Context: an optimization exercise on an open-source flow, tuned for small area, a short achievable clock period and few clock cycles. The choices shown serve that exercise and are no tape-out recipe. Function was checked by simulation only, so behaviour that the tests miss may differ from the original. The clock port is modelled as an ideal driver, which makes a skipped or thinned clock tree look cheaper than it is; a real chip needs a root buffer or a tree. Power and IR drop assume default switching activity.

==> module tslcf_parser, before the edit <==
module tslcf_parser (
    input  wire        clk,
    input  wire        rst,
    input  wire        b_valid,
    input  wire        e_valid,
    input  wire        a_valid,
    input  wire        fe_first,
    input  wire [7:0]  op_byte,
    output reg         out_valid,
    output reg  [3:0]  out_tag,
    output reg  [15:0] out_data
);
    localparam [2:0] F_PBC    = 3'd1,
                     F_VERFLG = 3'd2,
                     F_SCREEN = 3'd3,
                     F_INDEX  = 3'd4,
                     F_CW     = 3'd5,
                     F_TLEN   = 3'd6,
                     F_STOP   = 3'd7;    
    localparam [2:0] S_OK          = 3'd0,
                     S_TOOSHORT    = 3'd1,
                     S_LENMISMATCH = 3'd2,
                     S_TRUNCATED   = 3'd3,
                     S_UNSUPPORTED = 3'd4,
                     S_ABORTED     = 3'd5;
    reg  [2:0]  field;       
    reg         half;        
    reg         text;        
    reg  [15:0] text_nleft;  
    reg  [15:0] len_nleft;   
    reg         len_over;    
    wire [15:0] text_inc, len_inc;
    assign text_inc[0] = !text_nleft[0];
    assign len_inc[0]  = !len_nleft[0];
    genvar gi;
    generate
        for (gi = 1; gi < 16; gi = gi + 1) begin : g_inc
            assign text_inc[gi] = text_nleft[gi] ^ (&text_nleft[gi-1:0]);
            assign len_inc[gi]  = len_nleft[gi]  ^ (&len_nleft[gi-1:0]);
        end
    endgenerate
    wire [7:0]  lo_byte = out_data[7:0];      
    wire [7:0]  byte_in = fe_first ? 8'hFE : op_byte;
    wire [15:0] field16 = {byte_in, lo_byte};
    wire f_pbc  = (field == F_PBC);
    wire f_cw   = (field == F_CW);
    wire f_tlen = (field == F_TLEN);
    wire header = (field == F_PBC) || (field == F_VERFLG) || (field == F_SCREEN);
    wire stop   = (field == F_STOP);
    wire ev_text = b_valid && text;
    wire ev_lo   = b_valid && !text && !stop && !half;
    wire ev_hi   = b_valid && !text && !stop && half;
    wire ev_end  = e_valid || a_valid;
    reg  [2:0]  status;
    always @(*) begin
        if (a_valid)
            status = S_ABORTED;
        else if (header)
            status = S_TOOSHORT;
        else if (len_over || len_nleft != 16'hFFFF)
            status = S_LENMISMATCH;
        else if (stop)
            status = S_UNSUPPORTED;
        else if (field == F_INDEX && !half && !text)
            status = S_OK;
        else
            status = S_TRUNCATED;
    end
    always @(posedge clk) begin
        out_valid      <= ev_text || ev_hi || ev_end;
        out_tag[3]     <= ev_end;
        out_tag[2:0]   <= ev_end ? 3'd0 : ev_hi ? field : 3'd7;
        out_data[15:8] <= ev_hi ? byte_in : 8'd0;
        if (ev_end)
            out_data[7:0] <= {5'd0, status};
        else if (ev_text || ev_lo)
            out_data[7:0] <= byte_in;
    end
    always @(posedge clk) begin
        if (rst || ev_end) begin
            field <= F_PBC;
            half  <= 1'b0;
            text  <= 1'b0;
        end else if (ev_text) begin
            text <= (text_nleft[15:1] != 15'h7FFF);
        end else if (ev_lo) begin
            half <= 1'b1;
        end else if (ev_hi) begin
            half <= 1'b0;
            case (field)
                F_PBC:    field <= F_VERFLG;
                F_VERFLG: field <= F_SCREEN;
                F_CW:     field <= byte_in[7] ? F_STOP : F_TLEN;
                F_TLEN: begin
                    field <= F_INDEX;
                    text  <= (field16 != 16'd0);
                end
                F_SCREEN: field <= F_INDEX;
                default:  field <= F_CW;            
            endcase
        end
    end
    always @(posedge clk) begin
        if (ev_text)
            text_nleft <= text_inc;
        else if (ev_hi && f_tlen)
            text_nleft <= ~field16;
    end
    always @(posedge clk) begin
        if (b_valid) begin
            if (ev_hi && f_pbc) begin
                len_nleft <= ~field16;
                len_over  <= 1'b0;
            end else begin
                len_nleft <= len_inc;
                if (len_nleft == 16'hFFFF)
                    len_over <= 1'b1;
            end
        end
    end
endmodule
Settings: LEC_CHECK=0, CAP_MARGIN=20, CORE_MARGIN=2, CORE_UTILIZATION=65, PLACE_DENSITY=0.75, SETUP_SLACK_MARGIN=2.2, SLEW_MARGIN=20, SYNTH_HIERARCHICAL=1, SYNTH_MINIMUM_KEEP_SIZE=0, TNS_END_PERCENT=0; clock period 4.0 ns.
standard.sh (not shown) runs the stock make flow with config.mk's settings and CLKGATE_MAP_FILE= SYNTH_SCRIPT=/design/flow/synth_recipe.tcl, a recipe that flattens the netlist after the stock synthesis.
==> flow/flow/run.sh <==
#!/bin/bash
# Standard layout with these changes:
#  - the ports get plain buffers instead of delay cells;
#  - the clock tree is built by hand (flow/cts_hook.tcl, run by ORFS's cts
#    step before it would call clock_tree_synthesis): one root buffer driving
#    one buffer per cluster of registers, in place of TritonCTS's H-tree;
#  - the slow wide OR/NOR cells in flow/dont_use.txt are added to the
#    platform's don't-use list (synthesis maps the same registers).
set -euo pipefail
work=$(pwd)
{
  echo "include $work/config.mk"
  echo "export DONT_USE_CELLS = $(cat "$work/flow/dont_use.txt")"
} > "$work/my_config.mk"
sed "s#DESIGN_CONFIG=[^ ]*#DESIGN_CONFIG=$work/my_config.mk#" standard.sh > my_standard.sh
grep -q "DESIGN_CONFIG=$work/my_config.mk" my_standard.sh
export BUFFER_PORTS_ARGS="-buffer_cell sky130_fd_sc_hd__buf_1"
export PRE_CTS_TCL="$work/flow/cts_hook.tcl"
bash my_standard.sh > flow.log 2>&1
Other scripts of this flow, unchanged in this note and not shown: flow/flow/cts_hook.tcl, flow/flow/dont_use.txt
Testbench counts at the start, summed over its fixed seeds: cycles 14,627.
Edit:
--- a/flow/design.v
+++ b/flow/design.v
@@ -129,6 +129,6 @@
     generate
         for (gi = 1; gi < 16; gi = gi + 1) begin : g_inc
-            assign text_inc[gi] = text_nleft[gi] ^ (&text_nleft[gi-1:0]);
-            assign len_inc[gi]  = len_nleft[gi]  ^ (&len_nleft[gi-1:0]);
+            assign text_inc[gi] = (&text_nleft[gi-1:0]) ? !text_nleft[gi] : text_nleft[gi];
+            assign len_inc[gi]  = (&len_nleft[gi-1:0])  ? !len_nleft[gi]  : len_nleft[gi];
         end
     endgenerate
@@ -167,5 +167,5 @@
         if (ev_end)
             out_data[7:0] <= {5'd0, status};
-        else if (ev_text || ev_lo)
+        else if (!half)
             out_data[7:0] <= byte_in;
     end
@@ -195,12 +195,14 @@
     end
     always @(posedge clk) begin
-        if (ev_text)
-            text_nleft <= text_inc;
-        else if (ev_hi && f_tlen)
-            text_nleft <= ~field16;
-    end
-    always @(posedge clk) begin
         if (b_valid) begin
-            if (ev_hi && f_pbc) begin
+            if (f_tlen && half)
+                text_nleft <= ~field16;
+            else
+                text_nleft <= text_inc;
+        end
+    end
+    always @(posedge clk) begin
+        if (b_valid) begin
+            if (f_pbc && half) begin
                 len_nleft <= ~field16;
                 len_over  <= 1'b0;
What happened:
- synthesized cell count climbs by 2.1%
- total power climbs by 1.7%
- worst hold slack degrades by 0.013 ns
- cell area drops by 6.3%
- wire length drops by 4.1%
- die area drops by 2.5%
- utilization drops by 3.9 points
- maximum frequency is about the same
Testbench counts after the change, summed over its fixed seeds: cycles 14,627.
In every run of this note, the design's own scripts or RTL, not TritonCTS, make the clock network.

==> port drivers added, routing unchanged <==
How much do the figures lean on ideal ports? The routed layouts below were timed once more, with nothing changed but the port constraints. Step 1 (the two cells are an assumption about what drives the block):
set clk [get_ports {clk}]
set_driving_cell -lib_cell sky130_fd_sc_hd__clkbuf_16 $clk
set_driving_cell -lib_cell sky130_fd_sc_hd__buf_2 [delete_from_list [all_inputs] $clk]
Step 2 also shifts input and output timing later by t, the mid clock arrival at the registers, as if the neighbouring blocks saw the same clock. Slacks: ideal / step 1 / step 2; pairs: ideal / step 1.
| run | shift t [ns] | setup WS [ns] | worst hold slack (ns) | worst setup path at the end | pins driven straight from the clock port |
|---|---|---|---|---|---|
| the first run | 0.356 | 2.188 / 2.162 / 2.162 | 0.517 / 0.517 / 0.517 | input to register | 1 |
| the second run | 0.354 | 2.189 / 2.165 / 2.181 | 0.504 / 0.504 / 0.504 | input to register | 1 |
After both steps setup and hold are still met in every run listed. For the first run, which loses most, drivers alone change the setup slack by -0.026 ns; drivers and shift together by -0.026 ns.
